From an optimization exercise on the open Yosys and OpenROAD flow, aimed at small area, a short achievable clock period and few clock cycles; shortcuts taken in it are not production practice.
At most, simulation tests tie the RTL to the original design; equivalence was not proved.
No activity file was given, so power comes from the tool's default toggle rates.

Design cnc_motion_core, start of the top module:
module cnc_motion_core (
    input  wire        clk,
    input  wire        rst,
    input  wire        op_valid,
    output wire        op_ready,
    input  wire [1:0]  op_code,
    input  wire        op_offer,
    input  wire [8:0]  op_addr,
    input  wire [31:0] cmd_dx,
    input  wire [31:0] cmd_dy,
    input  wire [31:0] cmd_dz,
    input  wire [31:0] cmd_speed,
    output reg         rsp_valid,
    output wire        rsp_halted,
    output reg         rsp_consumed,
    output reg  [31:0] rsp_data,
    output wire [2:0]  step,
    output wire [2:0]  dir
);
    localparam [1:0] OP_TICK = 2'd0, OP_POLL = 2'd1, OP_READ = 2'd2, OP_SMON = 2'd3;
    localparam [4:0] D_IDLE = 5'd0,
                     D_LD   = 5'd1,    
                     D_ABS  = 5'd2,    
                     D_OVF  = 5'd3,    
                     D_OVC  = 5'd4,
                     D_CHK  = 5'd5,    
                     D_SQ   = 5'd6,    
                     D_SQX  = 5'd7,
                     D_SQZ  = 5'd22,   
                     D_SQA  = 5'd8,    
                     D_SQB  = 5'd9,
                     D_DONE = 5'd10,   
                     D_KV   = 5'd21,   
                     A_INIT = 5'd11,   
                     A_MUL  = 5'd12,   
                     A_DIV  = 5'd13,   
                     A_WB   = 5'd14,
                     B_INIT = 5'd15,   
                     B_DIV  = 5'd16,   
                     B_W1   = 5'd17,
                     B_W2A  = 5'd18,
                     B_W2   = 5'd19,
                     D_END  = 5'd20;   
    reg [127:0] q1;               
    reg [1:0]   qlen;
    reg [1:0]   rr_slot;
    reg         halted;
    reg [1:0]   fault_cause;
    reg [1:0]   fault_axis;
    reg         rdy;              
    reg [2:0]   ra_oh;            
    reg [31:0] pos   [0:2];
    reg [31:0] rem   [0:2];       
    reg [19:0] cru   [0:2];
    reg [19:0] cnt   [0:2];
    reg [5:0]  acc   [0:2];
    reg [2:0]  pulse, sched, pend, dirp, lo;
    reg [4:0]  dst;
    reg [1:0]  dax;
    reg [5:0]  dj;
    reg [5:0]  kp;                
  ...
Size: about 5,300 cells after synthesis, about 730 flip-flops, about 190 I/O pins, ~0.047 mm^2 of cells after synthesis.
export LEC_CHECK = 0
export CAP_MARGIN = 20
export CORE_MARGIN = 2
export CORE_UTILIZATION = 45
export CTS_CLUSTER_DIAMETER = 80
export CTS_CLUSTER_SIZE = 30
export PLACE_DENSITY = 0.65
export SLEW_MARGIN = 20
create_clock -name core_clock -period 16.0 [get_ports {clk}]
standard.sh (not shown) runs the stock make flow with config.mk's settings and CLKGATE_MAP_FILE= SYNTH_SCRIPT=/design/flow/synth_recipe.tcl, a recipe that flattens the netlist after the stock synthesis.
==> flow/flow/run.sh <==
#!/bin/bash
# The standard layout (the standard.sh, standard synthesis included),
# with ORFS's timing repair asked to aim for a larger setup slack than the
# default, so that it works on paths that already meet the clock.
set -euo pipefail
bash standard.sh 'BUFFER_PORTS_ARGS=-buffer_cell sky130_fd_sc_hd__buf_4' SETUP_SLACK_MARGIN=11 finish > flow_make.log 2>&1
Testbench counts at the start, summed over its fixed seeds: cycles 504,258.
==> next run, changes <==
--- a/flow/design.v
+++ b/flow/design.v
@@ -332,15 +332,15 @@
     wire accept  = op_valid && rdy;
     wire run_op  = accept && !halted;
     wire do_tick = run_op && (op_code == OP_TICK);
     wire [1:0] ps = smon_p ? smon_slot : rr_slot;
     wire poll_live = (qlen != 2'd0) && (ps != 2'd3);
     wire own_c = rt || dst == D_ABS || dst == D_OVF || dst == D_CHK || dst == D_SQ ||
                  ((dst == A_INIT || dst == B_INIT) && dax != 2'd3 && mov[dax]) ||
-                 dst == B_W1 || dst == B_W2A || dst == B_W2;
+                 dst == B_W2A || dst == B_W2;
     wire smon_go   = smon_p && !own_c && !pdue;
     wire tick_poll = do_tick && poll_live;
     wire smon_poll = smon_go && poll_live;
     wire poll_wr   = tick_poll || smon_poll;
     wire       q0       = (qlen == 2'd0);
     wire       q1n      = (qlen == 2'd1);
     wire       q2       = (qlen == 2'd2);
@@ -352,21 +352,26 @@
     ramp_rom u_rd_rom (.addr(op_addr[7:0]), .t(rom_t));
     reg  [31:0] rd_val;
     always @(*) begin
         case (op_addr[3:0])
             4'd0: rd_val = pos[0];
             4'd1: rd_val = pos[1];
             4'd2: rd_val = pos[2];
+            4'd3: rd_val = pos[0];
+            4'd4: rd_val = pos[1];
+            4'd5: rd_val = pos[2];
             4'd6: rd_val = {22'd0, qlen, 3'd0, halted, fault_cause, fault_axis};
             default: rd_val = 32'd0;
         endcase
         if (op_addr[8]) rd_val = {25'd0, rom_t};
     end
-    wire rd_tgt = !op_addr[8] && (op_addr[3:0] == 4'd3 || op_addr[3:0] == 4'd4 ||
-                                  op_addr[3:0] == 4'd5);
+    wire [2:0] rem_nz = {rem[2] != 32'd0, rem[1] != 32'd0, rem[0] != 32'd0};
+    wire rd_tgt = !op_addr[8] && ((op_addr[3:0] == 4'd3 && rem_nz[0]) ||
+                                  (op_addr[3:0] == 4'd4 && rem_nz[1]) ||
+                                  (op_addr[3:0] == 4'd5 && rem_nz[2]));
     reg [4:0] dst_n;
     reg [1:0] dax_n, rr_n, qlen_n, smon_slot_n, rt_ax_n, cause_n, faxis_n;
     reg [2:0] mov_n;
     reg       rt_n, smon_p_n, fast_n, halted_n, rsp_valid_n, dec_go;
     reg [4:0] dst_dn;             
     always @(*) begin
         dst_n       = dst;
@@ -523,15 +528,15 @@
                 default: ;
             endcase
         end
         dst_dn = dst_n;
         if (dec_go) dst_n = D_LD;
     end
     wire steal_n = ((dst_dn == A_INIT || dst_dn == B_INIT) && dax_n != 2'd3 && mov_n[dax_n]) ||
-                   dst_dn == B_W1 || dst_dn == B_W2A || dst_dn == B_W2;
+                   dst_dn == B_W2A || dst_dn == B_W2;
     wire own_n   = rt_n || dst_dn == D_ABS || dst_dn == D_OVF || dst_dn == D_CHK ||
                    dst_dn == D_SQ || steal_n;
     wire [1:0] sqn_n = (dax_n == 2'd2) ? 2'd0 : dax_n + 2'd1;
     wire [1:0] xi_n  = rt_n ? rt_ax_n : (dst_dn == D_SQ) ? sqn_n : dax_n;
     wire [1:0] ps_n  = smon_p_n ? smon_slot_n : rr_n;
     wire [1:0] ra_n  = own_n ? xi_n : ((ps_n == 2'd3) ? 2'd0 : ps_n);
     wire xa_pos_n = rt_n || dst_dn == D_OVF;
Effect: Combinational power falls by 13%. Synthesized area is about the same. Sequential power falls by about 3%. Worst setup slack is about the same. Routed wire length falls by 3.6%. Final area rises by 0.48%. Total power falls by 8.0%. Maximum frequency hardly moves. Utilization rises by 0.32 points.
Testbench counts after the change, summed over its fixed seeds: cycles 502,958.

* * *

cnc_motion_core again, from the RTL that the note above started with.
Settings: LEC_CHECK=0, CAP_MARGIN=20, CORE_MARGIN=2, CORE_UTILIZATION=45, PLACE_DENSITY=0.65, SLEW_MARGIN=20; clock period 16.0 ns.
Scripts as last shown in full above: flow/flow/run.sh
Testbench counts at the start, summed over its fixed seeds: cycles 504,258.
==> next run, changes <==
--- a/flow/design.v
+++ b/flow/design.v
@@ -239,23 +239,18 @@
     assign rsp_halted = halted;
     assign op_ready   = rdy;
     assign step = pulse;
     assign dir  = dirp;
     wire [2:0] ax_on;
     wire [2:0] ax_pdue;           
-    wire [3:0] ax_quiet;
-    assign ax_quiet[3] = 1'b1;
     genvar g;
     generate
         for (g = 0; g < 3; g = g + 1) begin : gen_ax
             assign ax_on[g]   = (rem[g] == 32'd0) && !sched[g];
             assign ax_pdue[g] = pend[g] && sched[g] && (cnt[g][19:2] == 18'd0) &&
                                 (cnt[g][1:0] != 2'd3);
-            assign ax_quiet[g] = ax_on[g] ||
-                                 (sched[g] && !(lo[g] ? (cnt[g][19:2] == 18'd0 && cnt[g][1:0] != 2'd3)
-                                                      : (cnt[g] == 20'd0)));
         end
     endgenerate
     wire all_on = &ax_on;
     wire pdue   = |ax_pdue;
     function [31:0] sel32;
         input [2:0] oh;
@@ -389,13 +384,13 @@
                 OP_TICK: begin
                     if (!halted) rr_n = rr_slot + 2'd1;
                     rsp_valid_n = 1'b1;
                 end
                 OP_SMON: begin
                     smon_slot_n = op_addr[1:0];
-                    if (halted || qlen == 2'd0 || ax_quiet[op_addr[1:0]])
+                    if (halted || qlen == 2'd0 || op_addr[1:0] == 2'd3)
                         rsp_valid_n = 1'b1;
                     else
                         smon_p_n = 1'b1;
                 end
                 OP_READ: begin
                     rt_ax_n = op_addr[1:0] + 2'd1;
After rerunning: The changed run produced a clean layout; final cell count decreases by 1.4%; worst hold slack loses 0.0037 ns; power went up by 4.3%; utilization rises by 0.45 points; clock skew came out higher by 0.015 ns.
Testbench counts after the change, summed over its fixed seeds: cycles 517,048.

* * *

cnc_motion_core, a different RTL version from the one above (not shown whole).
For scale: ~5,300 cells after synthesis.
## cnc_motion_core
module cnc_motion_core (
    input  wire        clk,
    input  wire        rst,
    input  wire        op_valid,
    output wire        op_ready,
    input  wire [1:0]  op_code,
    input  wire        op_offer,
    input  wire [8:0]  op_addr,
    input  wire [31:0] cmd_dx,
    input  wire [31:0] cmd_dy,
    input  wire [31:0] cmd_dz,
    input  wire [31:0] cmd_speed,
    output reg         rsp_valid,
    output wire        rsp_halted,
    output reg         rsp_consumed,
    output reg  [31:0] rsp_data,
    output wire [2:0]  step,
    output wire [2:0]  dir
);
    localparam [1:0] OP_TICK = 2'd0, OP_POLL = 2'd1, OP_READ = 2'd2, OP_SMON = 2'd3;
    localparam [4:0] D_IDLE = 5'd0,
                     D_LD   = 5'd1,    
                     D_ABS  = 5'd2,    
                     D_OVF  = 5'd3,    
                     D_OVC  = 5'd4,
                     D_CHK  = 5'd5,    
                     D_SQ   = 5'd6,    
                     D_SQX  = 5'd7,
                     D_SQA  = 5'd8,    
  ...
Settings: LEC_CHECK=0, CAP_MARGIN=20, CORE_MARGIN=2, CORE_UTILIZATION=30, PLACE_DENSITY=0.5, SLEW_MARGIN=20; clock period 16.0 ns.
run.sh (not shown) runs the stock make flow with config.mk's settings and CLKGATE_MAP_FILE= SYNTH_SCRIPT=/design/flow/synth_recipe.tcl, a recipe that flattens the netlist after the stock synthesis.
Stock flow here: none of the scripts above is used.
Then changed:
--- a/flow/design.v
+++ b/flow/design.v
@@ -350,21 +350,17 @@
     wire own_c = rt || dst == D_ABS || dst == D_OVF || dst == D_CHK || dst == D_SQ ||
                  ((dst == A_INIT || dst == B_INIT) && dax != 2'd3 && mov[dax]) ||
                  dst == B_W1 || dst == B_W2A || dst == B_W2;
     wire smon_go   = smon_p && !own_c && !pdue;
     wire tick_poll = do_tick && poll_live;
     wire smon_poll = smon_go && poll_live;
     wire poll_wr   = tick_poll || smon_poll;
-    wire       q0       = (qlen == 2'd0);
-    wire       q1n      = (qlen == 2'd1);
-    wire       q2       = (qlen == 2'd2);
-    wire       take     = op_offer && !q2;
-    wire       need_dec = op_offer ? (q0 || all_on) : (q2 && all_on);
-    wire [1:0] qlen_p   = op_offer ? (q0 ? 2'd1 : (q1n && !all_on) ? 2'd2 : qlen)
-                                   : (all_on && !q0) ? qlen - 2'd1 : qlen;
+    wire       take     = op_offer && (qlen != 2'd2);
+    wire [1:0] ql1      = qlen + {1'b0, take};
+    wire       need_dec = (take && qlen == 2'd0) || (ql1 == 2'd2 && all_on);
     wire [6:0]  rom_t;
     ramp_rom u_rd_rom (.addr(op_addr[7:0]), .t(rom_t));
     reg  [31:0] rd_val;
     always @(*) begin
         case (op_addr[3:0])
             4'd0: rd_val = pos[0];
             4'd1: rd_val = pos[1];
@@ -375,16 +371,15 @@
         if (op_addr[8]) rd_val = {25'd0, rom_t};
     end
     wire rd_tgt = !op_addr[8] && (op_addr[3:0] == 4'd3 || op_addr[3:0] == 4'd4 ||
                                   op_addr[3:0] == 4'd5);
     reg [4:0] dst_n;
     reg [1:0] dax_n, rr_n, qlen_n, smon_slot_n, rt_ax_n, cause_n, faxis_n;
     reg [2:0] mov_n;
-    reg       rt_n, smon_p_n, fast_n, halted_n, rsp_valid_n, dec_go;
-    reg [4:0] dst_dn;             
+    reg       rt_n, smon_p_n, fast_n, halted_n, rsp_valid_n;
     always @(*) begin
         dst_n       = dst;
         dax_n       = dax;
         rr_n        = rr_slot;
         qlen_n      = qlen;
         smon_slot_n = smon_slot;
         rt_ax_n     = rt_ax;
@@ -392,15 +387,14 @@
         faxis_n     = fault_axis;
         mov_n       = mov;
         rt_n        = 1'b0;
         smon_p_n    = smon_p;
         fast_n      = fast;
         halted_n    = halted;
         rsp_valid_n = 1'b0;
-        dec_go      = 1'b0;
         if (accept) begin
             case (op_code)
                 OP_TICK: begin
                     if (!halted) rr_n = rr_slot + 2'd1;
                     rsp_valid_n = 1'b1;
                 end
                 OP_SMON: begin
@@ -415,17 +409,18 @@
                     if (rd_tgt) rt_n = 1'b1;
                     else        rsp_valid_n = 1'b1;
                 end
                 default: begin  
                     if (halted) begin
                         rsp_valid_n = 1'b1;
                     end else if (need_dec) begin
-                        dec_go = 1'b1;
+                        dst_n  = D_LD;
+                        fast_n = 1'b0;
                     end else begin
-                        qlen_n      = qlen_p;
+                        qlen_n      = (ql1 != 2'd0 && all_on) ? ql1 - 2'd1 : ql1;
                         rsp_valid_n = 1'b1;
                     end
                 end
             endcase
         end
         if (smon_go) begin
             smon_p_n    = 1'b0;
@@ -530,26 +525,24 @@
                     rsp_valid_n = 1'b1;
                     qlen_n      = 2'd1;
                     dst_n       = D_IDLE;
                 end
                 default: ;
             endcase
         end
-        dst_dn = dst_n;
-        if (dec_go) dst_n = D_LD;
     end
-    wire steal_n = ((dst_dn == A_INIT || dst_dn == B_INIT) && dax_n != 2'd3 && mov_n[dax_n]) ||
-                   dst_dn == B_W1 || dst_dn == B_W2A || dst_dn == B_W2;
-    wire own_n   = rt_n || dst_dn == D_ABS || dst_dn == D_OVF || dst_dn == D_CHK ||
-                   dst_dn == D_SQ || steal_n;
+    wire steal_n = ((dst_n == A_INIT || dst_n == B_INIT) && dax_n != 2'd3 && mov_n[dax_n]) ||
+                   dst_n == B_W1 || dst_n == B_W2A || dst_n == B_W2;
+    wire own_n   = rt_n || dst_n == D_ABS || dst_n == D_OVF || dst_n == D_CHK ||
+                   dst_n == D_SQ || steal_n;
     wire [1:0] sqn_n = (dax_n == 2'd2) ? 2'd0 : dax_n + 2'd1;
-    wire [1:0] xi_n  = rt_n ? rt_ax_n : (dst_dn == D_SQ) ? sqn_n : dax_n;
+    wire [1:0] xi_n  = rt_n ? rt_ax_n : (dst_n == D_SQ) ? sqn_n : dax_n;
     wire [1:0] ps_n  = smon_p_n ? smon_slot_n : rr_n;
     wire [1:0] ra_n  = own_n ? xi_n : ((ps_n == 2'd3) ? 2'd0 : ps_n);
-    wire busy_n  = rt_n || smon_p_n || dec_go || (dst_dn != D_IDLE && !fast_n);
+    wire busy_n  = rt_n || smon_p_n || (dst_n != D_IDLE && !fast_n);
     wire rdy_n   = !busy_n && !steal_n && !pdue;
     always @(posedge clk) begin
         if (rst) begin
             dst         <= D_IDLE;
             rr_slot     <= 2'd0;
             qlen        <= 2'd0;
             rt          <= 1'b0;
=> The changed run completed without violations; maximum frequency increases by a few percent; global-route usage came out higher by 0.76 points; power drops by a quarter to a third; sequential cell count does not change; cell area rises slightly; non-clock buffer count shrinks by 6; sequential power falls by roughly a tenth; clock-buffer cell count decreases by 2; synthesized cell count went up by a few percent; die area came out higher slightly; setup slack improved by 0.34 ns; combinational power falls by well over a third; first-iteration DRC count goes up slightly.
Testbench counts after the change, summed over its fixed seeds: cycles 520,233.
No functional check of the RTL was part of the first run of this note.

* * *

Starting RTL as in the previous note.
clock: 16.0 ns
lec_check: 0
cap_margin: 20
core_margin: 2
core_utilization: 30
place_density: 0.5
slew_margin: 20
standard.sh (not shown) runs the stock make flow with config.mk's settings and CLKGATE_MAP_FILE= SYNTH_SCRIPT=/design/flow/synth_recipe.tcl, a recipe that flattens the netlist after the stock synthesis.
==> flow/flow/run.sh <==
#!/bin/bash
# The standard layout (the standard.sh, standard synthesis included),
# with ORFS's timing repair asked to aim for a larger setup slack than the
# default, so that it works on paths that already meet the clock.
set -euo pipefail
bash standard.sh SETUP_SLACK_MARGIN=10 finish > flow_make.log 2>&1
==> next run, changes <==
--- a/flow/design.v
+++ b/flow/design.v
@@ -292,38 +292,18 @@
         .n_sched (n_sched),
         .n_lo    (n_lo)
     );
     wire [31:0] q_v [0:2];
     assign q_v[0] = q1[31:0];
     assign q_v[1] = q1[63:32];
     assign q_v[2] = q1[95:64];
     wire [31:0] q_s = q1[127:96];
-    reg         xa_pos, xinv, xsx, xcin;
-    always @(*) begin
-        xa_pos = 1'b0;
-        xinv   = 1'b0;
-        xsx    = 1'b0;
-        xcin   = 1'b0;
-        if (rt) begin
-            xa_pos = 1'b1;
-            xinv   = !r_dirp;
-            xcin   = xinv;
-        end else if (dst == D_ABS) begin
-            xsx  = 1'b1;
-            xinv = r_rem[31];
-            xcin = xinv;
-        end else if (dst == D_OVF) begin
-            xa_pos = 1'b1;
-            xinv   = q_v[dax][31];
-            xcin   = xinv;
-        end else if (dst == A_INIT) begin
-            xcin   = r_sched;
-        end
-    end
+    reg         xa_pos, xinv, xsx, xainit;
+    wire        xcin = xinv | (xainit & r_sched);
     wire [32:0] xa = xa_pos ? {r_pos[31], r_pos} : 33'd0;
     wire [32:0] xb = {xsx & r_rem[31], r_rem} ^ {33{xinv}};
     wire [32:0] xs = xa + xb + {32'd0, xcin};
     wire        ovf = (xs[32] != xs[31]);
     wire [34:0] bop = (db & {35{ben}}) ^ {35{bsub}};
     wire [34:0] ms  = dh + bop + {34'd0, bsub};
     wire        msn = ms[34];
     function [5:0] blen;
@@ -540,16 +520,21 @@
     wire steal_n = ((dst_dn == A_INIT || dst_dn == B_INIT) && dax_n != 2'd3 && mov_n[dax_n]) ||
                    dst_dn == B_W1 || dst_dn == B_W2A || dst_dn == B_W2;
     wire own_n   = rt_n || dst_dn == D_ABS || dst_dn == D_OVF || dst_dn == D_CHK ||
                    dst_dn == D_SQ || steal_n;
     wire [1:0] sqn_n = (dax_n == 2'd2) ? 2'd0 : dax_n + 2'd1;
     wire [1:0] xi_n  = rt_n ? rt_ax_n : (dst_dn == D_SQ) ? sqn_n : dax_n;
     wire [1:0] ps_n  = smon_p_n ? smon_slot_n : rr_n;
     wire [1:0] ra_n  = own_n ? xi_n : ((ps_n == 2'd3) ? 2'd0 : ps_n);
+    wire xa_pos_n = rt_n || dst_dn == D_OVF;
+    wire xinv_n   = rt_n ? !dirp[rt_ax_n] :
+                    (dst_dn == D_ABS || dst_dn == D_OVF) ? q_v[dax_n][31] : 1'b0;
+    wire xsx_n    = !rt_n && dst_dn == D_ABS;
+    wire xainit_n = !rt_n && dst_dn == A_INIT;
     wire busy_n  = rt_n || smon_p_n || dec_go || (dst_dn != D_IDLE && !fast_n);
     wire rdy_n   = !busy_n && !steal_n && !pdue;
     always @(posedge clk) begin
         if (rst) begin
             dst         <= D_IDLE;
             rr_slot     <= 2'd0;
             qlen        <= 2'd0;
             rt          <= 1'b0;
@@ -571,16 +556,20 @@
             halted      <= halted_n;
             fault_cause <= cause_n;
             fault_axis  <= faxis_n;
             rsp_valid   <= rsp_valid_n;
             rdy         <= rdy_n;
             ra_oh       <= {ra_n == 2'd2, ra_n == 2'd1, ra_n == 2'd0};
         end
         dax       <= dax_n;
+        xa_pos    <= xa_pos_n;
+        xinv      <= xinv_n;
+        xsx       <= xsx_n;
+        xainit    <= xainit_n;
         smon_slot <= smon_slot_n;
         rt_ax     <= rt_ax_n;
         mov       <= mov_n;
     end
     wire pause = rt;
     wire [2:0] w_sel = ra_oh;
     wire [19:0] spd_sat = (dl[31:20] != 12'd0) ? 20'hfffff : dl[19:0];
     wire clr_rem = !pause && ((dst == D_OVC && ovf_r) || (dst == D_CHK && drop) ||
Result: Core utilization is lower by 0.16 points. Synthesized cell count came out lower by 0.44%. Synthesized area fell by 0.63%. Die area came out lower by 0.63%. Maximum frequency came out higher by 2.3%. Global-route usage came out higher by 0.52 points. Power came out higher by 21%. Clock power stays flat. Cell count barely changes. Clock skew came out higher by 0.0071 ns.
Function was not checked in any run of this note: the RTL went through the layout flow alone.

[static timing again, ports no longer ideal]
In the flow no input, the clock included, has a driving cell. The finished layouts below were timed again as built, in two steps.
Step 1 sets driving cells, clkbuf_16 on the clock port and buf_2 on the other inputs (assumed; they add their load-dependent delay and slew).
Step 2 moves the port delays by t, midway between the first and last clock arrival at a register: inputs arrive t later, outputs are due t later. That takes back most of the time a late clock gives input paths.
a / b / c = no drivers / after step 1 / after step 2; a / b = the first two.
run | t (ns) | setup slack, ns | clock arrival spread, ns
the first run of note 1 | 0.754 | 10.980 / 10.980 / 10.230 | 0.050 / 0.049
the second run of note 1 | 0.762 | 10.980 / 10.980 / 10.256 | 0.049 / 0.050
the first run of note 2 | 0.764 | 10.957 / 10.952 / 10.188 | 0.022 / 0.021
the second run of note 2 | 0.764 | 10.985 / 11.025 / 10.261 | 0.036 / 0.036
the first run of note 3 | 0.786 | 8.536 / 8.588 / 7.802 | 0.032 / 0.032
the second run of note 3 | 0.799 | 8.878 / 8.878 / 8.478 | 0.072 / 0.072
the first run of note 4 | 0.782 | 10.016 / 10.054 / 9.273 | 0.048 / 0.049
the second run of note 4 | 0.812 | 10.151 / 10.151 / 9.396 | 0.056 / 0.055
After both steps every run listed still meets setup and hold. For the first run of note 2, which loses most, drivers alone change the setup slack by -0.005 ns; drivers and shift together by -0.769 ns.
